This is an optimization exercise on Yosys and OpenROAD, whose aim is small area, a short achievable clock period and few clock cycles per item, not a production implementation.
The RTL was checked by simulation tests, not by an equivalence proof against the original design.
Power is estimated from default activity; no workload was simulated.

## flow/design.v (module list and top-level ports; edited modules follow where they fit)
// module fp32_mul: 76 lines
// module mul24cs: 1079 lines
// module fp32_add: 115 lines
// module pob_fx_tail: 239 lines
module pob_fx_tail (
    input  wire        clk,
    input  wire        rst,
    input  wire        cfg_we,
    input  wire [2:0]  cfg_addr,
    input  wire [31:0] cfg_wdata,
    input  wire        in_valid,
    output reg         in_ready,
    input  wire [31:0] in_l,
    input  wire [31:0] in_r,
    output reg         out_valid,
    input  wire        out_ready,
    output reg  [31:0] out_l,
    output reg  [31:0] out_r
);
  // ...
==> flow/run.sh <==
#!/bin/bash
# synth_recipe.tcl (not shown) runs the flow's synth.tcl, then flattens the netlist and writes it again
# the make line also repeats each setting of config.mk as NAME=value (left out here)
make -C /OpenROAD-flow-scripts/flow DESIGN_CONFIG=/design/flow/config.mk WORK_HOME=/design/flow/orfs CLKGATE_MAP_FILE= SYNTH_SCRIPT=/design/flow/synth_recipe.tcl finish
==> flow/config.mk <==
export PLATFORM = sky130hd
export DESIGN_NAME = pob_fx_tail
export DESIGN_NICKNAME = pob_fx_tail
export VERILOG_FILES = /design/flow/design.v
export SDC_FILE = /design/flow/constraint.sdc
export NUM_CORES = 4
export LEC_CHECK = 0
export CAP_MARGIN = 20
export CORE_MARGIN = 2
export CORE_UTILIZATION = 40
export SLEW_MARGIN = 20
==> flow/constraint.sdc <==
create_clock -name core_clock -period 17.0 [get_ports {clk}]
set_input_delay 3.4000 -clock core_clock [delete_from_list [all_inputs] [get_ports {clk}]]
set_output_delay 3.4000 -clock core_clock [all_outputs]
set_load 0.01 [all_outputs]
==> reports/metrics.yaml, run 1 <==
clock_tree:
  cts_buffers: 98
  path_clk_slew_ns: 0.07
layout:
  final-clk-cell-share: 0.0494
  final_common_cell: "nand2_1"
  num-multi-input-gates: 5975
  num-nonclk-inverters: 449
  fillerInstances: 15700
  multi_input_comb_area_um2: 40800
  drive_gt1_frac: 0.0815
  largestRegisters: "u_mul.p1_s x48, u_mul.p1_c x47"
  antenna_cells: 4
  buffer_area_frac: 0.0478
  final_cells: 9963
placed_design:
  io_buffers: 169
  dp.cells: 9775
pwr:
  p_leak_nw: 27.2
  pwr-share-clk: 0.169
  p_clk_mw: 2.30
  p_int_mw: 6.76
  swShare: 0.503
timing:
  rsz0062_at_grt: "false"
  clock_skew_ns: 0.0802
  maxSlewHeadroom: 0.217
worst_hold_path:
  hold_depth: 0
routing:
  firstDrtPassIters: 10
  drc: 0
  wl_met2_mm: 119
  met3RoutedLength_mm: 27.1
yosys:
  synth-xor-area-share: 0.0244
  yosysTopAreaCell: "dfxtp_1"
  synthSimpleGateAreaFrac: 0.175
  ys_async_sr_fraction: 0
critical_path:
  cp_top_family: "compound AO/OA/AOI/OAI gates"
  crit_top_cell: "a21oi_1"
  path_buf_inv: 2
  setup.worst_path.class: "reg -> reg"
  worstSetupEndpoint: "u_add.p1_sum[24]"
global_route:
  met3_usage: 0.0695
  overflow: 0
  use_met1: 0.415
die:
  rows: 146
status:
  status: "no timing/DRC/antenna violations"
Testbench counts, summed over its fixed seeds: cycles 49,190, frames 4,096.
==> module fp32_mul, before the edit <==
module fp32_mul (
    input  wire        clk,
    input  wire [31:0] a,       
    input  wire [31:0] b,
    output reg  [31:0] y
);
    wire       sa = a[31];
    wire       sb = b[31];
    wire [7:0] ea = a[30:23];
    wire [7:0] eb = b[30:23];
    wire [22:0] fa = a[22:0];
    wire [22:0] fb = b[22:0];
    wire a_zero = (ea == 8'd0);
    wire b_zero = (eb == 8'd0);
    wire a_inf  = (ea == 8'hff) && (fa == 23'd0);
    wire b_inf  = (eb == 8'hff) && (fb == 23'd0);
    wire a_nan  = (ea == 8'hff) && (fa != 23'd0);
    wire b_nan  = (eb == 8'hff) && (fb != 23'd0);
    wire [47:0] cs_s, cs_c;
    mul24cs u_cs (.x({1'b1, fb}), .y({1'b1, fa}), .s(cs_s), .c(cs_c));
    reg [47:0] p1_s, p1_c;
    reg [8:0]  p1_esum;
    reg        p1_sy;
    reg [1:0]  p1_spec;    
    always @(posedge clk) begin
        p1_s    <= cs_s;
        p1_c    <= cs_c;
        p1_esum <= {1'b0, ea} + {1'b0, eb};
        p1_sy   <= sa ^ sb;
        if (a_nan || b_nan || (a_inf && b_zero) || (b_inf && a_zero))
            p1_spec <= 2'd1;
        else if (a_inf || b_inf)
            p1_spec <= 2'd2;
        else if (a_zero || b_zero)
            p1_spec <= 2'd3;
        else
            p1_spec <= 2'd0;
    end
    wire [47:0] prod = p1_s + p1_c;
    reg  [22:0] frac;
    reg         guard;
    reg         sticky;
    reg  [9:0]  exp;
    reg  [23:0] frac_r;
    reg  [9:0]  exp_r;
    reg  [31:0] res;
    always @(*) begin
        if (prod[47]) begin
            frac   = prod[46:24];
            guard  = prod[23];
            sticky = |prod[22:0];
            exp    = {1'b0, p1_esum} - 10'd126;
        end else begin
            frac   = prod[45:23];
            guard  = prod[22];
            sticky = |prod[21:0];
            exp    = {1'b0, p1_esum} - 10'd127;
        end
        frac_r = {1'b0, frac} + {23'd0, guard & (sticky | frac[0])};
        exp_r  = frac_r[23] ? exp + 10'd1 : exp;
        case (p1_spec)
            2'd1: res = 32'h7fc00000;
            2'd2: res = {p1_sy, 8'hff, 23'd0};
            2'd3: res = {p1_sy, 31'd0};
            default:
                if ($signed(exp_r) >= 10'sd255)
                    res = {p1_sy, 8'hff, 23'd0};
                else if ($signed(exp_r) <= 10'sd0)
                    res = {p1_sy, 31'd0};
                else
                    res = {p1_sy, exp_r[7:0], frac_r[22:0]};
        endcase
    end
    always @(posedge clk)
        y <= res;
endmodule
==> module fp32_add, before the edit <==
module fp32_add (
    input  wire        clk,
    input  wire [31:0] a,
    input  wire [31:0] b,
    output reg  [31:0] y
);
    wire       sa = a[31];
    wire       sb = b[31];
    wire [7:0] ea = a[30:23];
    wire [7:0] eb = b[30:23];
    wire [22:0] fa = a[22:0];
    wire [22:0] fb = b[22:0];
    wire a_zero = (ea == 8'd0);
    wire b_zero = (eb == 8'd0);
    wire a_inf  = (ea == 8'hff) && (fa == 23'd0);
    wire b_inf  = (eb == 8'hff) && (fb == 23'd0);
    wire a_nan  = (ea == 8'hff) && (fa != 23'd0);
    wire b_nan  = (eb == 8'hff) && (fb != 23'd0);
    wire        swap  = {eb, fb} > {ea, fa};
    wire        s_big = swap ? sb : sa;
    wire        s_sml = swap ? sa : sb;
    wire [7:0]  e_big = swap ? eb : ea;
    wire [22:0] f_big = swap ? fb : fa;
    wire        eff_sub = s_big ^ s_sml;
    wire [8:0]  d_ab  = {1'b0, ea} - {1'b0, eb};    
    wire [8:0]  d_ba  = {1'b0, eb} - {1'b0, ea};    
    function [26:0] align;
        input        zero;
        input [22:0] f;
        input [7:0]  d;
        reg   [26:0] m;
        begin
            m = {1'b1, f, 3'b000};
            if (zero)
                align = 27'd0;
            else if (d >= 8'd27)
                align = 27'd1;
            else begin
                align = m >> d;
                if ((m & ((27'd1 << d) - 27'd1)) != 27'd0)
                    align[0] = 1'b1;
            end
        end
    endfunction
    wire [26:0] a_sh = align(a_zero, fa, d_ba[7:0]);
    wire [26:0] b_sh = align(b_zero, fb, d_ab[7:0]);
    wire [26:0] shifted = swap ? a_sh : b_sh;
    wire [27:0] m_big = {2'b01, f_big, 3'b000};
    wire [27:0] sum1  = eff_sub ? (m_big - {1'b0, shifted}) : (m_big + {1'b0, shifted});
    reg [27:0] p1_sum;
    reg [7:0]  p1_exp;
    reg        p1_sign;
    reg [1:0]  p1_spec;    
    reg        p1_ssgn;    
    always @(posedge clk) begin
        p1_sum  <= sum1;
        p1_exp  <= e_big;
        p1_sign <= s_big;
        if (a_nan || b_nan || (a_inf && b_inf && (sa != sb))) begin
            p1_spec <= 2'd1;
            p1_ssgn <= 1'b0;
        end else if (a_inf) begin
            p1_spec <= 2'd2;
            p1_ssgn <= sa;
        end else if (b_inf) begin
            p1_spec <= 2'd2;
            p1_ssgn <= sb;
        end else if (a_zero && b_zero) begin
            p1_spec <= 2'd3;
            p1_ssgn <= sa & sb;
        end else begin
            p1_spec <= 2'd0;
            p1_ssgn <= 1'b0;
        end
    end
    reg  [26:0] norm;
    reg  [9:0]  exp;
    reg  [4:0]  lz;
    reg  [24:0] frac_r;
    reg  [9:0]  exp_r;
    reg  [31:0] res;
    integer i;
    always @(*) begin
        exp = {2'b00, p1_exp};
        lz  = 5'd0;
        if (p1_sum[27]) begin
            norm = {p1_sum[27:2], p1_sum[1] | p1_sum[0]};
            exp  = exp + 10'd1;
        end else begin
            for (i = 0; i <= 26; i = i + 1)
                if (p1_sum[i])
                    lz = 5'd26 - i[4:0];
            norm = p1_sum[26:0] << lz;
            exp  = exp - {5'd0, lz};
        end
        frac_r = {1'b0, norm[26:3]} + {24'd0, norm[2] & ((|norm[1:0]) | norm[3])};
        exp_r  = frac_r[24] ? exp + 10'd1 : exp;
        case (p1_spec)
            2'd1: res = 32'h7fc00000;
            2'd2: res = {p1_ssgn, 8'hff, 23'd0};
            2'd3: res = {p1_ssgn, 31'd0};
            default:
                if (p1_sum == 28'd0)
                    res = 32'd0;
                else if ($signed(exp_r) >= 10'sd255)
                    res = {p1_sign, 8'hff, 23'd0};
                else if ($signed(exp_r) <= 10'sd0)
                    res = {p1_sign, 31'd0};
                else
                    res = {p1_sign, exp_r[7:0], frac_r[22:0]};
        endcase
    end
    always @(posedge clk)
        y <= res;
endmodule
==> module pob_fx_tail, before the edit <==
module pob_fx_tail (
    input  wire        clk,
    input  wire        rst,
    input  wire        cfg_we,
    input  wire [2:0]  cfg_addr,
    input  wire [31:0] cfg_wdata,
    input  wire        in_valid,
    output reg         in_ready,
    input  wire [31:0] in_l,
    input  wire [31:0] in_r,
    output reg         out_valid,
    input  wire        out_ready,
    output reg  [31:0] out_l,
    output reg  [31:0] out_r
);
    localparam [31:0] K_DC     = 32'h3f7eb852;   
    localparam [31:0] GAIN_RST = 32'h3f4ccccd;   
    reg [31:0] nb0, nb1, nb2, na1, na2, gain;
    reg        eq_on;
    function [31:0] clamp10;
        input [31:0] v;
        begin
            if (v[30:23] == 8'hff && v[22:0] != 23'd0)
                clamp10 = 32'h00000000;
            else if (v[30:0] > 31'h41200000)
                clamp10 = {v[31], 31'h41200000};
            else
                clamp10 = v;
        end
    endfunction
    function [31:0] clamp1;
        input [31:0] v;
        begin
            if (v[30:23] == 8'hff && v[22:0] != 23'd0)
                clamp1 = 32'h00000000;
            else if (v[30:0] > 31'h3f800000)
                clamp1 = {v[31], 31'h3f800000};
            else
                clamp1 = v;
        end
    endfunction
    reg        ph;           
    reg [3:0]  sl;           
    reg        v0, v1;       
    reg        mo, mp;       
    reg [1:0]  pend;         
    wire [3:0] last = mo ? 4'd13 : 4'd5;
    wire       wrap = (sl == last);
    wire       acc  = in_valid & in_ready;
    wire       take = out_valid & out_ready;
    wire [3:0] sl_w   = wrap ? 4'd0 : sl + 4'd1;
    wire       v0_w   = v0 & ~wrap;
    wire       v1_w   = wrap ? v0 : v1;
    wire       last_w = (sl_w == last);
    wire [3:0] sl_n   = acc ? 4'd0 : sl_w;
    wire       v0_n   = acc | v0_w;
    wire       v1_n   = acc ? v0 : v1_w;
    wire       mo_n   = acc ? eq_on : mo;
    wire [1:0] pend_n = pend + {1'b0, acc} - {1'b0, take};
    always @(posedge clk) begin
        if (rst) begin
            ph       <= 1'b0;
            sl       <= 4'd0;
            v0       <= 1'b0;
            v1       <= 1'b0;
            mo       <= 1'b0;
            mp       <= 1'b0;
            pend     <= 2'd0;
            in_ready <= 1'b0;
        end else begin
            ph   <= ~ph;
            sl   <= sl_n;
            v0   <= v0_n;
            v1   <= v1_n;
            mo   <= mo_n;
            if (acc | wrap)
                mp <= mo;
            pend <= pend_n;
            in_ready <= ~acc & ~cfg_we & ~ph & ~(pend[1] & ~take) &
                        ((last_w & (mo == eq_on)) | (~v0_w & ~v1_w));
        end
    end
    wire on0  = v0 &  mo;
    wire off0 = v0 & ~mo;
    wire on1  = v1 &  mp;
    wire off1 = v1 & ~mp;
    always @(posedge clk) begin
        if (rst) begin
            nb0   <= 32'd0;
            nb1   <= 32'd0;
            nb2   <= 32'd0;
            na1   <= 32'd0;
            na2   <= 32'd0;
            gain  <= GAIN_RST;
            eq_on <= 1'b0;
        end else if (cfg_we) begin
            case (cfg_addr)
                3'd0: nb0   <= cfg_wdata;
                3'd1: nb1   <= cfg_wdata;
                3'd2: nb2   <= cfg_wdata;
                3'd3: na1   <= cfg_wdata;
                3'd4: na2   <= cfg_wdata;
                3'd5: gain  <= cfg_wdata;
                3'd6: eq_on <= cfg_wdata[0];
                default: ;
            endcase
        end
    end
    reg  [31:0] mul_a, mul_b, add_a, add_b;
    wire [31:0] mr, ar;      
    fp32_mul u_mul (.clk(clk), .a(mul_a), .b(mul_b), .y(mr));
    fp32_add u_add (.clk(clk), .a(add_a), .b(add_b), .y(ar));
    reg [31:0] x_h, x_t, z1_h, z1_t, z2_h, z2_t, x1_h, x1_t, y1_h, y1_t;
    wire [2:0] sp = sl[3:1];     
    function [19:0] dec;
        input       on;      
        input [2:0] p;       
        input       tail;    
        reg   [6:0] ma;
        reg   [3:0] mb;
        reg   [4:0] aa;
        reg   [2:0] ab;
        reg         ng;
        begin
            if (on) begin
                case (p)
                    3'd0: begin ma = 7'b0000001; mb = 4'b0001; end   
                    3'd1: begin ma = 7'b0000010; mb = 4'b0001; end   
                    3'd2: begin ma = 7'b0000100; mb = 4'b0010; end   
                    3'd3: begin ma = 7'b0001000; mb = 4'b0100; end   
                    3'd4: begin ma = 7'b0010000; mb = 4'b1000; end   
                    3'd5: begin ma = 7'b0100000; mb = 4'b0100; end   
                    default: begin ma = 7'b1000000; mb = 4'b0001; end   
                endcase
                case (p)
                    3'd1: begin aa = 5'b00010; ab = 3'b010; ng = 1'b0; end   
                    3'd2: begin aa = 5'b00100; ab = 3'b001; ng = 1'b1; end   
                    3'd3: begin aa = 5'b00100; ab = 3'b010; ng = 1'b0; end   
                    3'd4: begin aa = 5'b01000; ab = 3'b010; ng = 1'b1; end   
                    default: begin aa = 5'b00100; ab = 3'b100; ng = 1'b0; end   
                endcase
            end else begin
                case (p)
                    3'd2: begin ma = 7'b0010000; mb = 4'b1000; end   
                    default: begin ma = 7'b0000100; mb = 4'b0010; end   
                endcase
                case (p)
                    3'd0: begin aa = 5'b10000; ab = 3'b001; ng = 1'b1; end   
                    default: begin aa = 5'b00100; ab = 3'b010; ng = 1'b0; end   
                endcase
            end
            if (tail) begin aa = 5'b00001; ab = 3'b100; ng = 1'b1; end   
            dec = {ng, ab, aa, mb, ma};
        end
    endfunction
    wire        mp_n = (acc | wrap) ? mo : mp;
    wire [2:0]  sp_n = sl_n[3:1];
    reg  [19:0] sel;
    always @(posedge clk)
        sel <= dec(mo_n, sp_n, v1_n & mp_n & (sp_n == 3'd0));
    wire [31:0] x1_neg = {x1_h[31] ^ sel[19], x1_h[30:0]};
    wire [31:0] mr_neg = {mr[31] ^ sel[19], mr[30:0]};
    wire [31:0] z2_neg = {z2_h[31] ^ sel[19], z2_h[30:0]};
    always @(*) begin
        mul_a = ({32{sel[0]}} & nb0) | ({32{sel[1]}} & nb1) | ({32{sel[2]}} & K_DC) |
                ({32{sel[3]}} & na1) | ({32{sel[4]}} & gain) | ({32{sel[5]}} & na2) |
                ({32{sel[6]}} & nb2);
        mul_b = ({32{sel[7]}} & x_h) | ({32{sel[8]}} & y1_h) | ({32{sel[9]}} & z1_h) |
                ({32{sel[10]}} & ar);
        add_a = ({32{sel[11]}} & mr) | ({32{sel[12]}} & z1_h) | ({32{sel[13]}} & ar) |
                ({32{sel[14]}} & y1_h) | ({32{sel[15]}} & x_h);
        add_b = ({32{sel[16]}} & x1_neg) | ({32{sel[17]}} & mr_neg) | ({32{sel[18]}} & z2_neg);
    end
    wire        off_x1 = off0 & (sp == 3'd0);
    wire [31:0] cl_out = clamp10(off_x1 ? x_h : ar);
    wire w_x1  = (on0 & (sp == 3'd2)) | off_x1;
    wire w_z1y = on0 & (sp == 3'd2);                  
    wire w_z1  = on0 & (sp == 3'd6);                  
    wire w_z0  = off0 & (sp == 3'd0);                 
    wire w_z2m = on0 & (sp == 3'd6);                  
    wire w_z2  = on1 & (sp == 3'd1);                  
    wire w_y1m = on0 & (sp == 3'd2);                  
    wire w_y1  = (on0 & (sp == 3'd4)) | (off0 & (sp == 3'd2));
    always @(posedge clk) begin
        if (rst) begin
            z1_h <= 32'd0; z1_t <= 32'd0;
            z2_h <= 32'd0; z2_t <= 32'd0;
            x1_h <= 32'd0; x1_t <= 32'd0;
            y1_h <= 32'd0; y1_t <= 32'd0;
        end else begin
            z1_h <= z1_t;
            z2_h <= z2_t;
            x1_h <= x1_t;
            y1_h <= y1_t;
            z1_t <= w_z0 ? 32'd0 : w_z1y ? ar : w_z1 ? cl_out : z1_h;
            z2_t <= w_z0 ? 32'd0 : w_z2m ? mr : w_z2 ? cl_out : z2_h;
            x1_t <= w_x1 ? cl_out : x1_h;
            y1_t <= w_y1m ? mr : w_y1 ? cl_out : y1_h;
        end
    end
    always @(posedge clk) begin
        if (in_ready) begin
            x_h <= in_l;
            x_t <= in_r;
        end else begin
            x_h <= x_t;
            x_t <= x_h;
        end
    end
    reg  [31:0] s_l, s_r;
    reg         sfull;
    wire [31:0] cl1 = clamp1(mr);
    wire wr_l = (on0 & (sl == 4'd10)) | (off1 & (sl == 4'd0));
    wire wr_r = (on0 & (sl == 4'd11)) | (off1 & (sl == 4'd1));
    always @(posedge clk) begin
        if (wr_l)
            s_l <= cl1;
        if (wr_r & out_valid & ~out_ready)
            s_r <= cl1;
        if (rst) begin
            out_valid <= 1'b0;
            sfull     <= 1'b0;
        end else if (wr_r) begin
            if (~out_valid | out_ready) begin
                out_l     <= s_l;
                out_r     <= cl1;
                out_valid <= 1'b1;
            end else
                sfull <= 1'b1;
        end else if (take) begin
            if (sfull) begin
                out_l <= s_l;
                out_r <= s_r;
                sfull <= 1'b0;
            end else
                out_valid <= 1'b0;
        end
    end
endmodule
==> run 2: changes to the inputs <==
--- a/flow/design.v
+++ b/flow/design.v
@@ -1,23 +1,25 @@
 module fp32_mul (
     input  wire        clk,
-    input  wire [31:0] a,       
+    input  wire [12:0] a_one,
+    input  wire [12:0] a_two,
+    input  wire [12:0] a_neg,
+    input  wire [7:0]  ea,
+    input  wire        sa,
+    input  wire        a_zero,
+    input  wire        a_inf,
+    input  wire        a_nan,
     input  wire [31:0] b,
     output reg  [31:0] y
 );
-    wire       sa = a[31];
     wire       sb = b[31];
-    wire [7:0] ea = a[30:23];
     wire [7:0] eb = b[30:23];
-    wire [22:0] fa = a[22:0];
     wire [22:0] fb = b[22:0];
-    wire a_zero = (ea == 8'd0);
     wire b_zero = (eb == 8'd0);
-    wire a_inf  = (ea == 8'hff) && (fa == 23'd0);
     wire b_inf  = (eb == 8'hff) && (fb == 23'd0);
-    wire a_nan  = (ea == 8'hff) && (fa != 23'd0);
     wire b_nan  = (eb == 8'hff) && (fb != 23'd0);
     wire [47:0] cs_s, cs_c;
-    mul24cs u_cs (.x({1'b1, fb}), .y({1'b1, fa}), .s(cs_s), .c(cs_c));
+    mul24cs u_cs (.x({1'b1, fb}), .one(a_one), .two(a_two), .neg(a_neg),
+                  .s(cs_s), .c(cs_c));
     reg [47:0] p1_s, p1_c;
     reg [8:0]  p1_esum;
     reg        p1_sy;
@@ -37,6 +39,18 @@
             p1_spec <= 2'd0;
     end
     wire [47:0] prod = p1_s + p1_c;
+    reg [25:0] p2_hi;      
+    reg        p2_lo;      
+    reg [8:0]  p2_esum;
+    reg        p2_sy;
+    reg [1:0]  p2_spec;
+    always @(posedge clk) begin
+        p2_hi   <= prod[47:22];
+        p2_lo   <= |prod[21:0];
+        p2_esum <= p1_esum;
+        p2_sy   <= p1_sy;
+        p2_spec <= p1_spec;
+    end
     reg  [22:0] frac;
     reg         guard;
     reg         sticky;
@@ -45,45 +59,111 @@
     reg  [9:0]  exp_r;
     reg  [31:0] res;
     always @(*) begin
-        if (prod[47]) begin
-            frac   = prod[46:24];
-            guard  = prod[23];
-            sticky = |prod[22:0];
-            exp    = {1'b0, p1_esum} - 10'd126;
+        if (p2_hi[25]) begin
+            frac   = p2_hi[24:2];
+            guard  = p2_hi[1];
+            sticky = p2_hi[0] | p2_lo;
+            exp    = {1'b0, p2_esum} - 10'd126;
         end else begin
-            frac   = prod[45:23];
-            guard  = prod[22];
-            sticky = |prod[21:0];
-            exp    = {1'b0, p1_esum} - 10'd127;
+            frac   = p2_hi[23:1];
+            guard  = p2_hi[0];
+            sticky = p2_lo;
+            exp    = {1'b0, p2_esum} - 10'd127;
         end
         frac_r = {1'b0, frac} + {23'd0, guard & (sticky | frac[0])};
         exp_r  = frac_r[23] ? exp + 10'd1 : exp;
-        case (p1_spec)
+        case (p2_spec)
             2'd1: res = 32'h7fc00000;
-            2'd2: res = {p1_sy, 8'hff, 23'd0};
-            2'd3: res = {p1_sy, 31'd0};
+            2'd2: res = {p2_sy, 8'hff, 23'd0};
+            2'd3: res = {p2_sy, 31'd0};
             default:
                 if ($signed(exp_r) >= 10'sd255)
-                    res = {p1_sy, 8'hff, 23'd0};
+                    res = {p2_sy, 8'hff, 23'd0};
                 else if ($signed(exp_r) <= 10'sd0)
-                    res = {p1_sy, 31'd0};
+                    res = {p2_sy, 31'd0};
                 else
-                    res = {p1_sy, exp_r[7:0], frac_r[22:0]};
+                    res = {p2_sy, exp_r[7:0], frac_r[22:0]};
         endcase
     end
     always @(posedge clk)
         y <= res;
 endmodule
+module fp32_mul_dec (
+    input  wire [31:0] a,
+    output wire [12:0] one,
+    output wire [12:0] two,
+    output wire [12:0] neg,
+    output wire [7:0]  ea,
+    output wire        sa,
+    output wire        a_zero,
+    output wire        a_inf,
+    output wire        a_nan
+);
+    assign ea     = a[30:23];
+    assign sa     = a[31];
+    assign a_zero = (a[30:23] == 8'd0);
+    assign a_inf  = (a[30:23] == 8'hff) && (a[22:0] == 23'd0);
+    assign a_nan  = (a[30:23] == 8'hff) && (a[22:0] != 23'd0);
+    booth_enc u_enc (.y({1'b1, a[22:0]}), .one(one), .two(two), .neg(neg));
+endmodule
+module booth_enc (
+    input  wire [23:0] y,
+    output wire [12:0] one,
+    output wire [12:0] two,
+    output wire [12:0] neg
+);
+    wire [25:0] ye = {2'b00, y};
+    assign one[0] = ye[0] ^ 1'b0;
+    assign two[0] = (ye[1] & ~ye[0] & ~1'b0) | (~ye[1] & ye[0] & 1'b0);
+    assign neg[0] = ye[1];
+    assign one[1] = ye[2] ^ ye[1];
+    assign two[1] = (ye[3] & ~ye[2] & ~ye[1]) | (~ye[3] & ye[2] & ye[1]);
+    assign neg[1] = ye[3];
+    assign one[2] = ye[4] ^ ye[3];
+    assign two[2] = (ye[5] & ~ye[4] & ~ye[3]) | (~ye[5] & ye[4] & ye[3]);
+    assign neg[2] = ye[5];
+    assign one[3] = ye[6] ^ ye[5];
+    assign two[3] = (ye[7] & ~ye[6] & ~ye[5]) | (~ye[7] & ye[6] & ye[5]);
+    assign neg[3] = ye[7];
+    assign one[4] = ye[8] ^ ye[7];
+    assign two[4] = (ye[9] & ~ye[8] & ~ye[7]) | (~ye[9] & ye[8] & ye[7]);
+    assign neg[4] = ye[9];
+    assign one[5] = ye[10] ^ ye[9];
+    assign two[5] = (ye[11] & ~ye[10] & ~ye[9]) | (~ye[11] & ye[10] & ye[9]);
+    assign neg[5] = ye[11];
+    assign one[6] = ye[12] ^ ye[11];
+    assign two[6] = (ye[13] & ~ye[12] & ~ye[11]) | (~ye[13] & ye[12] & ye[11]);
+    assign neg[6] = ye[13];
+    assign one[7] = ye[14] ^ ye[13];
+    assign two[7] = (ye[15] & ~ye[14] & ~ye[13]) | (~ye[15] & ye[14] & ye[13]);
+    assign neg[7] = ye[15];
+    assign one[8] = ye[16] ^ ye[15];
+    assign two[8] = (ye[17] & ~ye[16] & ~ye[15]) | (~ye[17] & ye[16] & ye[15]);
+    assign neg[8] = ye[17];
+    assign one[9] = ye[18] ^ ye[17];
+    assign two[9] = (ye[19] & ~ye[18] & ~ye[17]) | (~ye[19] & ye[18] & ye[17]);
+    assign neg[9] = ye[19];
+    assign one[10] = ye[20] ^ ye[19];
+    assign two[10] = (ye[21] & ~ye[20] & ~ye[19]) | (~ye[21] & ye[20] & ye[19]);
+    assign neg[10] = ye[21];
+    assign one[11] = ye[22] ^ ye[21];
+    assign two[11] = (ye[23] & ~ye[22] & ~ye[21]) | (~ye[23] & ye[22] & ye[21]);
+    assign neg[11] = ye[23];
+    assign one[12] = ye[24] ^ ye[23];
+    assign two[12] = (ye[25] & ~ye[24] & ~ye[23]) | (~ye[25] & ye[24] & ye[23]);
+    assign neg[12] = ye[25];
+endmodule
 module mul24cs (
     input  wire [23:0] x,
-    input  wire [23:0] y,
+    input  wire [12:0] one,
+    input  wire [12:0] two,
+    input  wire [12:0] neg,
     output wire [47:0] s,
     output wire [47:0] c
 );
-    wire [25:0] ye = {2'b00, y};
-    wire one0 = ye[0] ^ 1'b0;
-    wire two0 = (ye[1] & ~ye[0] & ~1'b0) | (~ye[1] & ye[0] & 1'b0);
-    wire neg0 = ye[1];
+    wire one0 = one[0];
+    wire two0 = two[0];
+    wire neg0 = neg[0];
     wire [24:0] r0;
     assign r0[0] = ((one0 & x[0]) | (two0 & 1'b0)) ^ neg0;
     assign r0[1] = ((one0 & x[1]) | (two0 & x[0])) ^ neg0;
@@ -110,9 +190,9 @@
     assign r0[22] = ((one0 & x[22]) | (two0 & x[21])) ^ neg0;
     assign r0[23] = ((one0 & x[23]) | (two0 & x[22])) ^ neg0;
     assign r0[24] = ((one0 & 1'b0) | (two0 & x[23])) ^ neg0;
-    wire one1 = ye[2] ^ ye[1];
-    wire two1 = (ye[3] & ~ye[2] & ~ye[1]) | (~ye[3] & ye[2] & ye[1]);
-    wire neg1 = ye[3];
+    wire one1 = one[1];
+    wire two1 = two[1];
+    wire neg1 = neg[1];
     wire [24:0] r1;
     assign r1[0] = ((one1 & x[0]) | (two1 & 1'b0)) ^ neg1;
     assign r1[1] = ((one1 & x[1]) | (two1 & x[0])) ^ neg1;
@@ -139,9 +219,9 @@
     assign r1[22] = ((one1 & x[22]) | (two1 & x[21])) ^ neg1;
     assign r1[23] = ((one1 & x[23]) | (two1 & x[22])) ^ neg1;
     assign r1[24] = ((one1 & 1'b0) | (two1 & x[23])) ^ neg1;
-    wire one2 = ye[4] ^ ye[3];
-    wire two2 = (ye[5] & ~ye[4] & ~ye[3]) | (~ye[5] & ye[4] & ye[3]);
-    wire neg2 = ye[5];
+    wire one2 = one[2];
+    wire two2 = two[2];
+    wire neg2 = neg[2];
     wire [24:0] r2;
     assign r2[0] = ((one2 & x[0]) | (two2 & 1'b0)) ^ neg2;
     assign r2[1] = ((one2 & x[1]) | (two2 & x[0])) ^ neg2;
@@ -168,9 +248,9 @@
     assign r2[22] = ((one2 & x[22]) | (two2 & x[21])) ^ neg2;
     assign r2[23] = ((one2 & x[23]) | (two2 & x[22])) ^ neg2;
     assign r2[24] = ((one2 & 1'b0) | (two2 & x[23])) ^ neg2;
-    wire one3 = ye[6] ^ ye[5];
-    wire two3 = (ye[7] & ~ye[6] & ~ye[5]) | (~ye[7] & ye[6] & ye[5]);
-    wire neg3 = ye[7];
+    wire one3 = one[3];
+    wire two3 = two[3];
+    wire neg3 = neg[3];
     wire [24:0] r3;
     assign r3[0] = ((one3 & x[0]) | (two3 & 1'b0)) ^ neg3;
     assign r3[1] = ((one3 & x[1]) | (two3 & x[0])) ^ neg3;
@@ -197,9 +277,9 @@
     assign r3[22] = ((one3 & x[22]) | (two3 & x[21])) ^ neg3;
     assign r3[23] = ((one3 & x[23]) | (two3 & x[22])) ^ neg3;
     assign r3[24] = ((one3 & 1'b0) | (two3 & x[23])) ^ neg3;
-    wire one4 = ye[8] ^ ye[7];
-    wire two4 = (ye[9] & ~ye[8] & ~ye[7]) | (~ye[9] & ye[8] & ye[7]);
-    wire neg4 = ye[9];
+    wire one4 = one[4];
+    wire two4 = two[4];
+    wire neg4 = neg[4];
     wire [24:0] r4;
     assign r4[0] = ((one4 & x[0]) | (two4 & 1'b0)) ^ neg4;
     assign r4[1] = ((one4 & x[1]) | (two4 & x[0])) ^ neg4;
@@ -226,9 +306,9 @@
     assign r4[22] = ((one4 & x[22]) | (two4 & x[21])) ^ neg4;
     assign r4[23] = ((one4 & x[23]) | (two4 & x[22])) ^ neg4;
     assign r4[24] = ((one4 & 1'b0) | (two4 & x[23])) ^ neg4;
-    wire one5 = ye[10] ^ ye[9];
-    wire two5 = (ye[11] & ~ye[10] & ~ye[9]) | (~ye[11] & ye[10] & ye[9]);
-    wire neg5 = ye[11];
+    wire one5 = one[5];
+    wire two5 = two[5];
+    wire neg5 = neg[5];
     wire [24:0] r5;
     assign r5[0] = ((one5 & x[0]) | (two5 & 1'b0)) ^ neg5;
     assign r5[1] = ((one5 & x[1]) | (two5 & x[0])) ^ neg5;
@@ -255,9 +335,9 @@
     assign r5[22] = ((one5 & x[22]) | (two5 & x[21])) ^ neg5;
     assign r5[23] = ((one5 & x[23]) | (two5 & x[22])) ^ neg5;
     assign r5[24] = ((one5 & 1'b0) | (two5 & x[23])) ^ neg5;
-    wire one6 = ye[12] ^ ye[11];
-    wire two6 = (ye[13] & ~ye[12] & ~ye[11]) | (~ye[13] & ye[12] & ye[11]);
-    wire neg6 = ye[13];
+    wire one6 = one[6];
+    wire two6 = two[6];
+    wire neg6 = neg[6];
     wire [24:0] r6;
     assign r6[0] = ((one6 & x[0]) | (two6 & 1'b0)) ^ neg6;
     assign r6[1] = ((one6 & x[1]) | (two6 & x[0])) ^ neg6;
@@ -284,9 +364,9 @@
     assign r6[22] = ((one6 & x[22]) | (two6 & x[21])) ^ neg6;
     assign r6[23] = ((one6 & x[23]) | (two6 & x[22])) ^ neg6;
     assign r6[24] = ((one6 & 1'b0) | (two6 & x[23])) ^ neg6;
-    wire one7 = ye[14] ^ ye[13];
-    wire two7 = (ye[15] & ~ye[14] & ~ye[13]) | (~ye[15] & ye[14] & ye[13]);
-    wire neg7 = ye[15];
+    wire one7 = one[7];
+    wire two7 = two[7];
+    wire neg7 = neg[7];
     wire [24:0] r7;
     assign r7[0] = ((one7 & x[0]) | (two7 & 1'b0)) ^ neg7;
     assign r7[1] = ((one7 & x[1]) | (two7 & x[0])) ^ neg7;
@@ -313,9 +393,9 @@
     assign r7[22] = ((one7 & x[22]) | (two7 & x[21])) ^ neg7;
     assign r7[23] = ((one7 & x[23]) | (two7 & x[22])) ^ neg7;
     assign r7[24] = ((one7 & 1'b0) | (two7 & x[23])) ^ neg7;
-    wire one8 = ye[16] ^ ye[15];
-    wire two8 = (ye[17] & ~ye[16] & ~ye[15]) | (~ye[17] & ye[16] & ye[15]);
-    wire neg8 = ye[17];
+    wire one8 = one[8];
+    wire two8 = two[8];
+    wire neg8 = neg[8];
     wire [24:0] r8;
     assign r8[0] = ((one8 & x[0]) | (two8 & 1'b0)) ^ neg8;
     assign r8[1] = ((one8 & x[1]) | (two8 & x[0])) ^ neg8;
@@ -342,9 +422,9 @@
     assign r8[22] = ((one8 & x[22]) | (two8 & x[21])) ^ neg8;
     assign r8[23] = ((one8 & x[23]) | (two8 & x[22])) ^ neg8;
     assign r8[24] = ((one8 & 1'b0) | (two8 & x[23])) ^ neg8;
-    wire one9 = ye[18] ^ ye[17];
-    wire two9 = (ye[19] & ~ye[18] & ~ye[17]) | (~ye[19] & ye[18] & ye[17]);
-    wire neg9 = ye[19];
+    wire one9 = one[9];
+    wire two9 = two[9];
+    wire neg9 = neg[9];
     wire [24:0] r9;
     assign r9[0] = ((one9 & x[0]) | (two9 & 1'b0)) ^ neg9;
     assign r9[1] = ((one9 & x[1]) | (two9 & x[0])) ^ neg9;
@@ -371,9 +451,9 @@
     assign r9[22] = ((one9 & x[22]) | (two9 & x[21])) ^ neg9;
     assign r9[23] = ((one9 & x[23]) | (two9 & x[22])) ^ neg9;
     assign r9[24] = ((one9 & 1'b0) | (two9 & x[23])) ^ neg9;
-    wire one10 = ye[20] ^ ye[19];
-    wire two10 = (ye[21] & ~ye[20] & ~ye[19]) | (~ye[21] & ye[20] & ye[19]);
-    wire neg10 = ye[21];
+    wire one10 = one[10];
+    wire two10 = two[10];
+    wire neg10 = neg[10];
     wire [24:0] r10;
     assign r10[0] = ((one10 & x[0]) | (two10 & 1'b0)) ^ neg10;
     assign r10[1] = ((one10 & x[1]) | (two10 & x[0])) ^ neg10;
@@ -400,9 +480,9 @@
     assign r10[22] = ((one10 & x[22]) | (two10 & x[21])) ^ neg10;
     assign r10[23] = ((one10 & x[23]) | (two10 & x[22])) ^ neg10;
     assign r10[24] = ((one10 & 1'b0) | (two10 & x[23])) ^ neg10;
-    wire one11 = ye[22] ^ ye[21];
-    wire two11 = (ye[23] & ~ye[22] & ~ye[21]) | (~ye[23] & ye[22] & ye[21]);
-    wire neg11 = ye[23];
+    wire one11 = one[11];
+    wire two11 = two[11];
+    wire neg11 = neg[11];
     wire [24:0] r11;
     assign r11[0] = ((one11 & x[0]) | (two11 & 1'b0)) ^ neg11;
     assign r11[1] = ((one11 & x[1]) | (two11 & x[0])) ^ neg11;
@@ -429,9 +509,9 @@
     assign r11[22] = ((one11 & x[22]) | (two11 & x[21])) ^ neg11;
     assign r11[23] = ((one11 & x[23]) | (two11 & x[22])) ^ neg11;
     assign r11[24] = ((one11 & 1'b0) | (two11 & x[23])) ^ neg11;
-    wire one12 = ye[24] ^ ye[23];
-    wire two12 = (ye[25] & ~ye[24] & ~ye[23]) | (~ye[25] & ye[24] & ye[23]);
-    wire neg12 = ye[25];
+    wire one12 = one[12];
+    wire two12 = two[12];
+    wire neg12 = neg[12];
     wire [24:0] r12;
     assign r12[0] = ((one12 & x[0]) | (two12 & 1'b0)) ^ neg12;
     assign r12[1] = ((one12 & x[1]) | (two12 & x[0])) ^ neg12;
@@ -1171,14 +1251,9 @@
     wire b_inf  = (eb == 8'hff) && (fb == 23'd0);
     wire a_nan  = (ea == 8'hff) && (fa != 23'd0);
     wire b_nan  = (eb == 8'hff) && (fb != 23'd0);
-    wire        swap  = {eb, fb} > {ea, fa};
-    wire        s_big = swap ? sb : sa;
-    wire        s_sml = swap ? sa : sb;
-    wire [7:0]  e_big = swap ? eb : ea;
-    wire [22:0] f_big = swap ? fb : fa;
-    wire        eff_sub = s_big ^ s_sml;
     wire [8:0]  d_ab  = {1'b0, ea} - {1'b0, eb};    
     wire [8:0]  d_ba  = {1'b0, eb} - {1'b0, ea};    
+    wire        swap  = d_ab[8] | ((ea == eb) & (fb > fa));    
     function [26:0] align;
         input        zero;
         input [22:0] f;
@@ -1199,18 +1274,19 @@
     endfunction
     wire [26:0] a_sh = align(a_zero, fa, d_ba[7:0]);
     wire [26:0] b_sh = align(b_zero, fb, d_ab[7:0]);
-    wire [26:0] shifted = swap ? a_sh : b_sh;
-    wire [27:0] m_big = {2'b01, f_big, 3'b000};
-    wire [27:0] sum1  = eff_sub ? (m_big - {1'b0, shifted}) : (m_big + {1'b0, shifted});
-    reg [27:0] p1_sum;
+    reg [22:0] p1_fbig;
+    reg [26:0] p1_sml;
     reg [7:0]  p1_exp;
     reg        p1_sign;
+    reg        p1_sub;
     reg [1:0]  p1_spec;    
     reg        p1_ssgn;    
     always @(posedge clk) begin
-        p1_sum  <= sum1;
-        p1_exp  <= e_big;
-        p1_sign <= s_big;
+        p1_fbig <= swap ? fb : fa;
+        p1_sml  <= swap ? a_sh : b_sh;
+        p1_exp  <= swap ? eb : ea;
+        p1_sign <= swap ? sb : sa;
+        p1_sub  <= sa ^ sb;
         if (a_nan || b_nan || (a_inf && b_inf && (sa != sb))) begin
             p1_spec <= 2'd1;
             p1_ssgn <= 1'b0;
@@ -1228,41 +1304,58 @@
             p1_ssgn <= 1'b0;
         end
     end
+    wire [27:0] m_big = {2'b01, p1_fbig, 3'b000};
+    wire [27:0] sum   = p1_sub ? (m_big - {1'b0, p1_sml}) : (m_big + {1'b0, p1_sml});
+    reg  [4:0] lz;
+    integer i;
+    always @(*) begin
+        lz = 5'd0;
+        for (i = 0; i <= 26; i = i + 1)
+            if (sum[i])
+                lz = 5'd26 - i[4:0];
+    end
+    reg [27:0] p2_sum;
+    reg [4:0]  p2_lz;
+    reg [7:0]  p2_exp;
+    reg        p2_sign;
+    reg [1:0]  p2_spec;
+    reg        p2_ssgn;
+    always @(posedge clk) begin
+        p2_sum  <= sum;
+        p2_lz   <= lz;
+        p2_exp  <= p1_exp;
+        p2_sign <= p1_sign;
+        p2_spec <= p1_spec;
+        p2_ssgn <= p1_ssgn;
+    end
     reg  [26:0] norm;
     reg  [9:0]  exp;
-    reg  [4:0]  lz;
     reg  [24:0] frac_r;
     reg  [9:0]  exp_r;
     reg  [31:0] res;
-    integer i;
     always @(*) begin
-        exp = {2'b00, p1_exp};
-        lz  = 5'd0;
-        if (p1_sum[27]) begin
-            norm = {p1_sum[27:2], p1_sum[1] | p1_sum[0]};
-            exp  = exp + 10'd1;
+        if (p2_sum[27]) begin
+            norm = {p2_sum[27:2], p2_sum[1] | p2_sum[0]};
+            exp  = {2'b00, p2_exp} + 10'd1;
         end else begin
-            for (i = 0; i <= 26; i = i + 1)
-                if (p1_sum[i])
-                    lz = 5'd26 - i[4:0];
-            norm = p1_sum[26:0] << lz;
-            exp  = exp - {5'd0, lz};
+            norm = p2_sum[26:0] << p2_lz;
+            exp  = {2'b00, p2_exp} - {5'd0, p2_lz};
         end
         frac_r = {1'b0, norm[26:3]} + {24'd0, norm[2] & ((|norm[1:0]) | norm[3])};
         exp_r  = frac_r[24] ? exp + 10'd1 : exp;
-        case (p1_spec)
+        case (p2_spec)
             2'd1: res = 32'h7fc00000;
-            2'd2: res = {p1_ssgn, 8'hff, 23'd0};
-            2'd3: res = {p1_ssgn, 31'd0};
+            2'd2: res = {p2_ssgn, 8'hff, 23'd0};
+            2'd3: res = {p2_ssgn, 31'd0};
             default:
-                if (p1_sum == 28'd0)
+                if (p2_sum == 28'd0)
                     res = 32'd0;
                 else if ($signed(exp_r) >= 10'sd255)
-                    res = {p1_sign, 8'hff, 23'd0};
+                    res = {p2_sign, 8'hff, 23'd0};
                 else if ($signed(exp_r) <= 10'sd0)
-                    res = {p1_sign, 31'd0};
+                    res = {p2_sign, 31'd0};
                 else
-                    res = {p1_sign, exp_r[7:0], frac_r[22:0]};
+                    res = {p2_sign, exp_r[7:0], frac_r[22:0]};
         endcase
     end
     always @(posedge clk)
@@ -1309,27 +1402,21 @@
                 clamp1 = v;
         end
     endfunction
-    reg        ph;           
     reg [3:0]  sl;           
     reg        v0, v1;       
     reg        mo, mp;       
     reg [1:0]  pend;         
-    wire [3:0] last = mo ? 4'd13 : 4'd5;
+    wire [3:0] last = mo ? 4'd13 : 4'd7;
     wire       wrap = (sl == last);
     wire       acc  = in_valid & in_ready;
     wire       take = out_valid & out_ready;
     wire [3:0] sl_w   = wrap ? 4'd0 : sl + 4'd1;
     wire       v0_w   = v0 & ~wrap;
     wire       v1_w   = wrap ? v0 : v1;
+    wire       mp_w   = wrap ? mo : mp;
     wire       last_w = (sl_w == last);
-    wire [3:0] sl_n   = acc ? 4'd0 : sl_w;
-    wire       v0_n   = acc | v0_w;
-    wire       v1_n   = acc ? v0 : v1_w;
-    wire       mo_n   = acc ? eq_on : mo;
-    wire [1:0] pend_n = pend + {1'b0, acc} - {1'b0, take};
     always @(posedge clk) begin
         if (rst) begin
-            ph       <= 1'b0;
             sl       <= 4'd0;
             v0       <= 1'b0;
             v1       <= 1'b0;
@@ -1338,15 +1425,20 @@
             pend     <= 2'd0;
             in_ready <= 1'b0;
         end else begin
-            ph   <= ~ph;
-            sl   <= sl_n;
-            v0   <= v0_n;
-            v1   <= v1_n;
-            mo   <= mo_n;
-            if (acc | wrap)
+            if (acc) begin
+                sl <= 4'd0;
+                v0 <= 1'b1;
+                v1 <= v0;
+                mo <= eq_on;
                 mp <= mo;
-            pend <= pend_n;
-            in_ready <= ~acc & ~cfg_we & ~ph & ~(pend[1] & ~take) &
+            end else begin
+                sl <= sl_w;
+                v0 <= v0_w;
+                v1 <= v1_w;
+                mp <= mp_w;
+            end
+            pend <= pend + {1'b0, acc} - {1'b0, take};
+            in_ready <= ~acc & ~cfg_we & ~(pend[1] & ~take) &
                         ((last_w & (mo == eq_on)) | (~v0_w & ~v1_w));
         end
     end
@@ -1376,112 +1468,192 @@
             endcase
         end
     end
-    reg  [31:0] mul_a, mul_b, add_a, add_b;
-    wire [31:0] mr, ar;      
-    fp32_mul u_mul (.clk(clk), .a(mul_a), .b(mul_b), .y(mr));
-    fp32_add u_add (.clk(clk), .a(add_a), .b(add_b), .y(ar));
-    reg [31:0] x_h, x_t, z1_h, z1_t, z2_h, z2_t, x1_h, x1_t, y1_h, y1_t;
-    wire [2:0] sp = sl[3:1];     
-    function [19:0] dec;
+    localparam [6:0] P_NB0 = 7'h01, P_NB1 = 7'h02, P_K = 7'h04, P_NA1 = 7'h08,
+                     P_GAIN = 7'h10, P_NA2 = 7'h20, P_NB2 = 7'h40;
+    localparam [6:0] D_XL = 7'h40, D_XR = 7'h20, D_AR = 7'h10, D_Z1L = 7'h08,
+                     D_Z1R = 7'h04, D_Y1L = 7'h02, D_Y1R = 7'h01;
+    localparam [8:0] A_Z1L = 9'h100, A_Z1R = 9'h080, A_TL = 9'h040, A_TR = 9'h020,
+                     A_AR = 9'h010, A_X1L = 9'h008, A_X1R = 9'h004, A_XL = 9'h002,
+                     A_XR = 9'h001;
+    localparam [4:0] B_MR = 5'h10, B_X1L = 5'h08, B_X1R = 5'h04, B_Z2L = 5'h02,
+                     B_Z2R = 5'h01;
+    function [28:0] sel_of;
         input       on;      
-        input [2:0] p;       
-        input       tail;    
-        reg   [6:0] ma;
-        reg   [3:0] mb;
-        reg   [4:0] aa;
-        reg   [2:0] ab;
+        input [3:0] s;       
+        reg   [6:0] mp_, md;
+        reg   [8:0] aa;
+        reg   [4:0] ab;
         reg         ng;
         begin
+            ng = 1'b0;
             if (on) begin
-                case (p)
-                    3'd0: begin ma = 7'b0000001; mb = 4'b0001; end   
-                    3'd1: begin ma = 7'b0000010; mb = 4'b0001; end   
-                    3'd2: begin ma = 7'b0000100; mb = 4'b0010; end   
-                    3'd3: begin ma = 7'b0001000; mb = 4'b0100; end   
-                    3'd4: begin ma = 7'b0010000; mb = 4'b1000; end   
-                    3'd5: begin ma = 7'b0100000; mb = 4'b0100; end   
-                    default: begin ma = 7'b1000000; mb = 4'b0001; end   
+                case (s)
+                    4'd0:  begin mp_ = P_NB0;  md = D_XL;  end
+                    4'd1:  begin mp_ = P_NB0;  md = D_XR;  end
+                    4'd2:  begin mp_ = P_NB1;  md = D_XL;  end
+                    4'd3:  begin mp_ = P_NB1;  md = D_XR;  end
+                    4'd4:  begin mp_ = P_GAIN; md = D_AR;  end
+                    4'd5:  begin mp_ = P_GAIN; md = D_AR;  end
+                    4'd6:  begin mp_ = P_NA1;  md = D_AR;  end
+                    4'd7:  begin mp_ = P_NA1;  md = D_AR;  end
+                    4'd8:  begin mp_ = P_NB2;  md = D_XL;  end
+                    4'd9:  begin mp_ = P_NB2;  md = D_XR;  end
+                    4'd10: begin mp_ = P_NA2;  md = D_Z1L; end
+                    4'd11: begin mp_ = P_NA2;  md = D_Z1R; end
+                    4'd12: begin mp_ = P_K;    md = D_Y1L; end
+                    default: begin mp_ = P_K;  md = D_Y1R; end
                 endcase
-                case (p)
-                    3'd1: begin aa = 5'b00010; ab = 3'b010; ng = 1'b0; end   
-                    3'd2: begin aa = 5'b00100; ab = 3'b001; ng = 1'b1; end   
-                    3'd3: begin aa = 5'b00100; ab = 3'b010; ng = 1'b0; end   
-                    3'd4: begin aa = 5'b01000; ab = 3'b010; ng = 1'b1; end   
-                    default: begin aa = 5'b00100; ab = 3'b100; ng = 1'b0; end   
+                case (s)
+                    4'd1:  begin aa = A_X1L; ab = B_MR;  end              
+                    4'd2:  begin aa = A_X1R; ab = B_MR;  end
+                    4'd3:  begin aa = A_Z1L; ab = B_MR;  end              
+                    4'd4:  begin aa = A_Z1R; ab = B_MR;  end
+                    4'd5:  begin aa = A_TL;  ab = B_Z2L; ng = 1'b1; end   
+                    4'd6:  begin aa = A_TR;  ab = B_Z2R; ng = 1'b1; end
+                    4'd7:  begin aa = A_Z1L; ab = B_X1L; ng = 1'b1; end   
+                    4'd8:  begin aa = A_Z1R; ab = B_X1R; ng = 1'b1; end
+                    4'd9:  begin aa = A_TL;  ab = B_MR;  ng = 1'b1; end   
+                    4'd10: begin aa = A_TR;  ab = B_MR;  ng = 1'b1; end
+                    4'd12: begin aa = A_AR;  ab = B_Z2L; end              
+                    4'd13: begin aa = A_AR;  ab = B_Z2R; end
+                    default: begin aa = A_AR; ab = B_MR; end              
                 endcase
             end else begin
-                case (p)
-                    3'd2: begin ma = 7'b0010000; mb = 4'b1000; end   
-                    default: begin ma = 7'b0000100; mb = 4'b0010; end   
+                case (s[2:0])
+                    3'd0:  begin mp_ = P_K;    md = D_Y1L; end
+                    3'd1:  begin mp_ = P_K;    md = D_Y1R; end
+                    3'd6:  begin mp_ = P_GAIN; md = D_AR;  end
+                    3'd7:  begin mp_ = P_GAIN; md = D_AR;  end
+                    default: begin mp_ = P_K;  md = D_Y1L; end            
                 endcase
-                case (p)
-                    3'd0: begin aa = 5'b10000; ab = 3'b001; ng = 1'b1; end   
-                    default: begin aa = 5'b00100; ab = 3'b010; ng = 1'b0; end   
+                case (s[2:0])
+                    3'd0:  begin aa = A_XL;  ab = B_X1L; ng = 1'b1; end   
+                    3'd1:  begin aa = A_XR;  ab = B_X1R; ng = 1'b1; end
+                    default: begin aa = A_AR; ab = B_MR; end              
                 endcase
             end
-            if (tail) begin aa = 5'b00001; ab = 3'b100; ng = 1'b1; end   
-            dec = {ng, ab, aa, mb, ma};
+            sel_of = {ng, ab, aa, md, mp_};
         end
     endfunction
-    wire        mp_n = (acc | wrap) ? mo : mp;
-    wire [2:0]  sp_n = sl_n[3:1];
-    reg  [19:0] sel;
+    reg  [28:0] sel;
+    always @(posedge clk)
+        sel <= acc ? sel_of(eq_on, 4'd0) : sel_of(mo, sl_w);
+    wire [28:0] sn_w = sel_of(mo, sl_w);
+    wire [31:0] pa_w = ({32{sn_w[0]}} & nb0) | ({32{sn_w[1]}} & nb1) | ({32{sn_w[2]}} & K_DC) |
+                       ({32{sn_w[3]}} & na1) | ({32{sn_w[4]}} & gain) | ({32{sn_w[5]}} & na2) |
+                       ({32{sn_w[6]}} & nb2);
+    wire [31:0] pa_a = eq_on ? nb0 : K_DC;
+    wire [50:0] pd_w, pd_a;
+    fp32_mul_dec u_dec_w (.a(pa_w), .one(pd_w[12:0]), .two(pd_w[25:13]), .neg(pd_w[38:26]),
+                          .ea(pd_w[46:39]), .sa(pd_w[47]), .a_zero(pd_w[48]),
+                          .a_inf(pd_w[49]), .a_nan(pd_w[50]));
+    fp32_mul_dec u_dec_a (.a(pa_a), .one(pd_a[12:0]), .two(pd_a[25:13]), .neg(pd_a[38:26]),
+                          .ea(pd_a[46:39]), .sa(pd_a[47]), .a_zero(pd_a[48]),
+                          .a_inf(pd_a[49]), .a_nan(pd_a[50]));
+    reg  [50:0] pd;
     always @(posedge clk)
-        sel <= dec(mo_n, sp_n, v1_n & mp_n & (sp_n == 3'd0));
-    wire [31:0] x1_neg = {x1_h[31] ^ sel[19], x1_h[30:0]};
-    wire [31:0] mr_neg = {mr[31] ^ sel[19], mr[30:0]};
-    wire [31:0] z2_neg = {z2_h[31] ^ sel[19], z2_h[30:0]};
+        pd <= acc ? pd_a : pd_w;
+    reg  [31:0] mul_b, add_a, add_b;
+    wire [31:0] mr, ar;      
+    fp32_mul u_mul (.clk(clk), .a_one(pd[12:0]), .a_two(pd[25:13]), .a_neg(pd[38:26]),
+                    .ea(pd[46:39]), .sa(pd[47]), .a_zero(pd[48]), .a_inf(pd[49]),
+                    .a_nan(pd[50]), .b(mul_b), .y(mr));
+    fp32_add u_add (.clk(clk), .a(add_a), .b(add_b), .y(ar));
+    reg [31:0] x_l, x_r, z1_l, z1_r, z2_l, z2_r, x1_l, x1_r, y1_l, y1_r, t_l, t_r;
+    wire        ng = sel[28];
     always @(*) begin
-        mul_a = ({32{sel[0]}} & nb0) | ({32{sel[1]}} & nb1) | ({32{sel[2]}} & K_DC) |
-                ({32{sel[3]}} & na1) | ({32{sel[4]}} & gain) | ({32{sel[5]}} & na2) |
-                ({32{sel[6]}} & nb2);
-        mul_b = ({32{sel[7]}} & x_h) | ({32{sel[8]}} & y1_h) | ({32{sel[9]}} & z1_h) |
-                ({32{sel[10]}} & ar);
-        add_a = ({32{sel[11]}} & mr) | ({32{sel[12]}} & z1_h) | ({32{sel[13]}} & ar) |
-                ({32{sel[14]}} & y1_h) | ({32{sel[15]}} & x_h);
-        add_b = ({32{sel[16]}} & x1_neg) | ({32{sel[17]}} & mr_neg) | ({32{sel[18]}} & z2_neg);
+        mul_b = ({32{sel[13]}} & x_l)  | ({32{sel[12]}} & x_r)  | ({32{sel[11]}} & ar) |
+                ({32{sel[10]}} & z1_l) | ({32{sel[9]}}  & z1_r) |
+                ({32{sel[8]}}  & y1_l) | ({32{sel[7]}}  & y1_r);
+        add_a = ({32{sel[22]}} & z1_l) | ({32{sel[21]}} & z1_r) |
+                ({32{sel[20]}} & t_l)  | ({32{sel[19]}} & t_r)  | ({32{sel[18]}} & ar) |
+                ({32{sel[17]}} & x1_l) | ({32{sel[16]}} & x1_r) |
+                ({32{sel[15]}} & x_l)  | ({32{sel[14]}} & x_r);
+        add_b = ({32{sel[27]}} & {mr[31] ^ ng, mr[30:0]}) |
+                ({32{sel[26]}} & {x1_l[31] ^ ng, x1_l[30:0]}) |
+                ({32{sel[25]}} & {x1_r[31] ^ ng, x1_r[30:0]}) |
+                ({32{sel[24]}} & {z2_l[31] ^ ng, z2_l[30:0]}) |
+                ({32{sel[23]}} & {z2_r[31] ^ ng, z2_r[30:0]});
+    end
+    reg [1:0] w_t;                       
+    reg [1:0] w_z1, w_z1y, w_z10;        
+    reg [1:0] w_z2, w_z2m, w_z20;        
+    reg [1:0] w_x1, w_x1d, w_x1x;        
+    reg [1:0] w_y1;                      
+    localparam [1:0] WL = 2'b01, WR = 2'b10;
+    always @(*) begin
+        w_t = 2'b00; w_z1 = 2'b00; w_z1y = 2'b00; w_z10 = 2'b00;
+        w_z2 = 2'b00; w_z2m = 2'b00; w_z20 = 2'b00;
+        w_x1 = 2'b00; w_x1d = 2'b00; w_x1x = 2'b00; w_y1 = 2'b00;
+        if (on0) begin
+            case (sl)
+                4'd5:  w_t   = WL;                       
+                4'd6:  begin w_t = WR; w_z1y = WL; end   
+                4'd7:  w_z1y = WR;
+                4'd10: w_x1d = WL;                       
+                4'd11: begin w_x1d = WR; w_t = WL; end   
+                4'd12: w_t   = WR;
+                4'd13: w_z2m = WL;                       
+                default: ;
+            endcase
+        end
+        if (on1) begin
+            case (sl)
+                4'd0:  w_z2m = WR;
+                4'd1:  begin w_z1 = WL; w_x1 = WL; end   
+                4'd2:  begin w_z1 = WR; w_x1 = WR; end
+                4'd4:  w_y1  = WL;                       
+                4'd5:  w_y1  = WR;
+                4'd8:  w_z2  = WL;                       
+                4'd9:  w_z2  = WR;
+                default: ;
+            endcase
+        end
+        if (off0) begin
+            case (sl)
+                4'd0:  begin w_x1x = WL; w_z10 = WL; w_z20 = WL; end   
+                4'd1:  begin w_x1x = WR; w_z10 = WR; w_z20 = WR; end
+                4'd6:  w_y1  = WL;                       
+                4'd7:  w_y1  = WR;
+                default: ;
+            endcase
+        end
     end
-    wire        off_x1 = off0 & (sp == 3'd0);
-    wire [31:0] cl_out = clamp10(off_x1 ? x_h : ar);
-    wire w_x1  = (on0 & (sp == 3'd2)) | off_x1;
-    wire w_z1y = on0 & (sp == 3'd2);                  
-    wire w_z1  = on0 & (sp == 3'd6);                  
-    wire w_z0  = off0 & (sp == 3'd0);                 
-    wire w_z2m = on0 & (sp == 3'd6);                  
-    wire w_z2  = on1 & (sp == 3'd1);                  
-    wire w_y1m = on0 & (sp == 3'd2);                  
-    wire w_y1  = (on0 & (sp == 3'd4)) | (off0 & (sp == 3'd2));
+    wire [31:0] cl_ar = clamp10(ar);
+    wire [31:0] cl_z1 = clamp10(w_x1[0] ? z1_l : z1_r);
+    wire [31:0] cl_x  = clamp10(w_x1x[0] ? x_l : x_r);
     always @(posedge clk) begin
         if (rst) begin
-            z1_h <= 32'd0; z1_t <= 32'd0;
-            z2_h <= 32'd0; z2_t <= 32'd0;
-            x1_h <= 32'd0; x1_t <= 32'd0;
-            y1_h <= 32'd0; y1_t <= 32'd0;
+            z1_l <= 32'd0; z1_r <= 32'd0;
+            z2_l <= 32'd0; z2_r <= 32'd0;
+            x1_l <= 32'd0; x1_r <= 32'd0;
+            y1_l <= 32'd0; y1_r <= 32'd0;
         end else begin
-            z1_h <= z1_t;
-            z2_h <= z2_t;
-            x1_h <= x1_t;
-            y1_h <= y1_t;
-            z1_t <= w_z0 ? 32'd0 : w_z1y ? ar : w_z1 ? cl_out : z1_h;
-            z2_t <= w_z0 ? 32'd0 : w_z2m ? mr : w_z2 ? cl_out : z2_h;
-            x1_t <= w_x1 ? cl_out : x1_h;
-            y1_t <= w_y1m ? mr : w_y1 ? cl_out : y1_h;
+            if (w_z1[0] | w_z1y[0] | w_z10[0]) z1_l <= w_z10[0] ? 32'd0 : w_z1y[0] ? ar : cl_ar;
+            if (w_z1[1] | w_z1y[1] | w_z10[1]) z1_r <= w_z10[1] ? 32'd0 : w_z1y[1] ? ar : cl_ar;
+            if (w_z2[0] | w_z2m[0] | w_z20[0]) z2_l <= w_z20[0] ? 32'd0 : w_z2m[0] ? mr : cl_ar;
+            if (w_z2[1] | w_z2m[1] | w_z20[1]) z2_r <= w_z20[1] ? 32'd0 : w_z2m[1] ? mr : cl_ar;
+            if (w_x1[0] | w_x1d[0] | w_x1x[0]) x1_l <= w_x1d[0] ? ar : w_x1x[0] ? cl_x : cl_z1;
+            if (w_x1[1] | w_x1d[1] | w_x1x[1]) x1_r <= w_x1d[1] ? ar : w_x1x[1] ? cl_x : cl_z1;
+            if (w_y1[0]) y1_l <= cl_ar;
+            if (w_y1[1]) y1_r <= cl_ar;
         end
     end
     always @(posedge clk) begin
+        if (w_t[0]) t_l <= mr;
+        if (w_t[1]) t_r <= mr;
+    end
+    always @(posedge clk) begin
         if (in_ready) begin
-            x_h <= in_l;
-            x_t <= in_r;
-        end else begin
-            x_h <= x_t;
-            x_t <= x_h;
+            x_l <= in_l;
+            x_r <= in_r;
         end
     end
     reg  [31:0] s_l, s_r;
     reg         sfull;
     wire [31:0] cl1 = clamp1(mr);
-    wire wr_l = (on0 & (sl == 4'd10)) | (off1 & (sl == 4'd0));
-    wire wr_r = (on0 & (sl == 4'd11)) | (off1 & (sl == 4'd1));
+    wire wr_l = (on1 & (sl == 4'd7)) | (off1 & (sl == 4'd1));
+    wire wr_r = (on1 & (sl == 4'd8)) | (off1 & (sl == 4'd2));
     always @(posedge clk) begin
         if (wr_l)
             s_l <= cl1;
==> run 2 against run 1 <==
  * Die area is 7.7% higher
  * Clock skew is 0.027 ns lower
  * Global-route usage is 1.4 points lower
  * Highest routed layer unchanged
==> reports/metrics.yaml, run 2 <==
status:
  status: "no timing/DRC/antenna violations"
routing:
  drt-vias-per-instance: 6.27
  drt-total-wl_mm: 273
  firstDrtPassIters: 10  # unchanged
  drc: 0  # unchanged
  wire_per_inst_um: 26.9
  routed-via-count: 63600
  drtIter0Drc: 8897
  ant_nets: 0
layout:
  final_common_cell: "nand2_1"
  post-route-util: 0.453
  layout_common_cells: "nand2_1, dfxtp_1, a21oi_1, a22oi_1, nor2_1"
  regMostFlops: "u_mul.p1_s"
  nNetsFinal: 8297
  drive_gt1_frac: 0.0872  # +0.00569
  largest_reg_flops: 48
  largestRegisters: "u_mul.p1_s x48, pd x47, u_mul.p1_c x47"
  final_cell_area_um2: 77700
  syn_to_final_growth_pct: 12.6
clock_tree:
  path_clk_slew_ns: 0.06  # about the same
  postCtsHoldBufs: 0
  clock_sinks: 1105
  postCtsResizedCells: 0
  cts_setup_buffers: 0
  clockBufferDepth: 3
  cts_tree: "built"
  cts_buffers: 130  # +33%
  clock_latency_ns: 0.80
  htree_levels: 4
  clockRootBuffer: "clkbuf_16"
placed_design:
  io_buffers: 169  # unchanged
  place_area_um2: 73200
  dp_hpwl_mm: 183
  gp_congestion: 1.01
pwr:
  vdd_drop_max_uv: 181
  p_per_area_nw_per_um2: 157
  p_leak_nw: 28.6  # +5.1%
die:
  rows: 152  # +4.1%
  num_io_pins: 170
  die_x_um: 419
  start_util: 0.402
  fp.dieH_um: 419
  die_area_um2: 176000
  coreArea_um2: 172000
yosys:
  syn_area_um2: 69000
  yosysMostFrequentCell: "nand2_1"
  yosysTopAreaCell: "dfxtp_1"
  synth_cell_types: 100
  synth-edff-count: 256
  synth_cells: 7807
  synth_area_per_cell_um2: 8.84
  synth_commonest_cells: "nand2_1, dfxtp_1, a21oi_1"
  ys_ff_latch: 1105
  ys_async_sr_fraction: 0  # unchanged
  synth_flop_cell: "dfxtp_1"
  yosys_warnings: 3
  synth_area_leaders: "dfxtp_1, edfxtp_1, fa_1, a22oi_1, nand2_1"
  synthDominantCellAreaShare: 0.246
  synth_sequential_area_ratio: 0.358
global_route:
  grt_pass1_vias: 61600
  grt_pass1_wl_mm: 402
  overflow: 0  # unchanged
  grt_max_degree: 132
  antenna_found_initial: 8
  groute.usage.overall: 0.302
timing:
  maxSlewHeadroom: 0.137  # -0.0800
  tightestPinTransition_ns: 1.29
  fmaxAchievable_mhz: 161
  clock_skew_ns: 0.0530  # -0.0273 ns
  finalHoldViolations: 0
  post-route-period-util: 0.366
  final_max_slew_viol_count: 0
  rsz0062_at_grt: "false"
  setup_viol_count_final: 0
  fin_setup_tns_ns: 0
  period_needed_ns: 6.22
worst_hold_path:
  hold_class: "reg -> reg"
  hold_depth: 0  # unchanged
critical_path:
  arrival_ns: 6.84
  critPathSlowestCell: "buf_4"
  cp.required_ns: 17.63
  cp_cell_sequence: "buf_8, buf_4, buf_4, buf_4, nor4_1"
  worstSetupStartpointType: "primary input"
  crit_path_max_fanout: 131
  crit_path_max_incr_delay_ns: 0.82
  setup.worst_path.class: "in -> reg"
  r2r_cells: 12
  endpoint_kind: "flop"
  crit_top_cell: "buf_4"
flow_run:
  max-cap-violations: 0
[run 2: layer usage]
metal	up-vias	part of all wire	global-route usage
met5	-	0.00014	0
met4	6	0.072	0.196
met3	971	0.097	0.0652
met2	3902	0.45	0.476
met1	30800	0.38	0.374
li1	27900	-	-
[run 2: worst max-delay path, delay by kind of cell]
family | cells | cell delay [ns]
simple gates | 1 | 0.15
buf+inv | 4 | 3.07
[run 2: power breakdown]
part           leakage, nW  switching (mW)  internal, mW  total [mW]
clock network         2.17            1.21          1.70        2.91
registers             9.32           0.475          3.05        3.52
logic                 17.1            3.67          2.11        5.78
[run 2: path summary, 6_finish.rpt]
check | start | slack [ns] | to
min | u_add.p1_exp[6] | 0.32 | u_add.p2_exp[6]
max | rst | 10.78 | x1_r[3]
min reg2reg | u_add.p1_exp[6] | 0.32 | u_add.p2_exp[6]
max reg2reg | sl[3] | 10.81 | x1_r[15]
[run 2: final cells by class]
| cell class | count | area [um2] |
|---|---|---|
| antenna | 7 | 17.5 |
| fill | 16600 | 93900 |
| inverter | 431 | 1620 |
| multi-input combinational | 5684 | 40800 |
| sequential | 1105 | 24700 |
| tap | 2310 | 2890 |
| clock inverter | 53 | 694 |
| clock buffer | 186 | 3740 |
| timing repair buffer | 372 | 3240 |
[run 2: cells by family (layout without fill, tap and decap cells)]
kind of cell / count (synthesis) / in the layout / synth area share
and+or+nand+nor: 2390 / 2390 / 0.160
AOI/OAI and AO/OA: 2086 / 2086 / 0.205
DFF: 1105 / 1105 / 0.358
buffers and inverters: 1019 / 1042 / 0.0569
adders and majority gates: 470 / 470 / 0.113
xor gates and xnor gates: 448 / 448 / 0.0569
muxes: 288 / 288 / 0.0504
other: 1 / 9 / 0.0000544
[run 2: stage by stage]
stage,hold slack (ns),power [mW],instances,setup slack (ns)
finish,0.322,12.2,10100,10.78
floorplan,0.310,7.36,7808,7.72
global placement,0.311,9.11,9899,10.17
global route,0.330,12.9,10100,10.71
CTS,0.321,12.1,10100,10.98
detailed placement,0.312,9.16,9900,10.13
Testbench counts of run 2, summed over its fixed seeds: cycles 51,328, frames 4,096.

[what the ideal ports hide]
How much do the figures lean on ideal ports? The routed layouts below were timed once more, with nothing changed but the port constraints. Step 1: set_driving_cell puts a clkbuf_16 on clk and a buf_2 on each other input, an assumption about the parent block. Step 2 moves the port delays by t, midway between the first and last clock arrival at a register: inputs arrive t later, outputs are due t later. That takes back most of the time a late clock gives input paths. a / b / c = ideal ports / drivers / drivers and shift; a / b = the first two.
| run | shift t [ns] | setup WS [ns] | worst hold slack (ns) | worst slew at a driven data input, ns |
|---|---|---|---|---|
| run 1 | 0.784 | 8.272 / 8.272 / 8.272 | 0.386 / 0.386 / 0.386 | 0.09 |
| run 2 | 0.869 | 10.781 / 10.810 / 9.954 | 0.322 / 0.322 / 0.322 | 0.10 |
After both steps setup and hold are still met in every run listed. The setup slack of run 2, which loses most, moves by +0.029 ns with the drivers and by -0.827 ns with both steps.
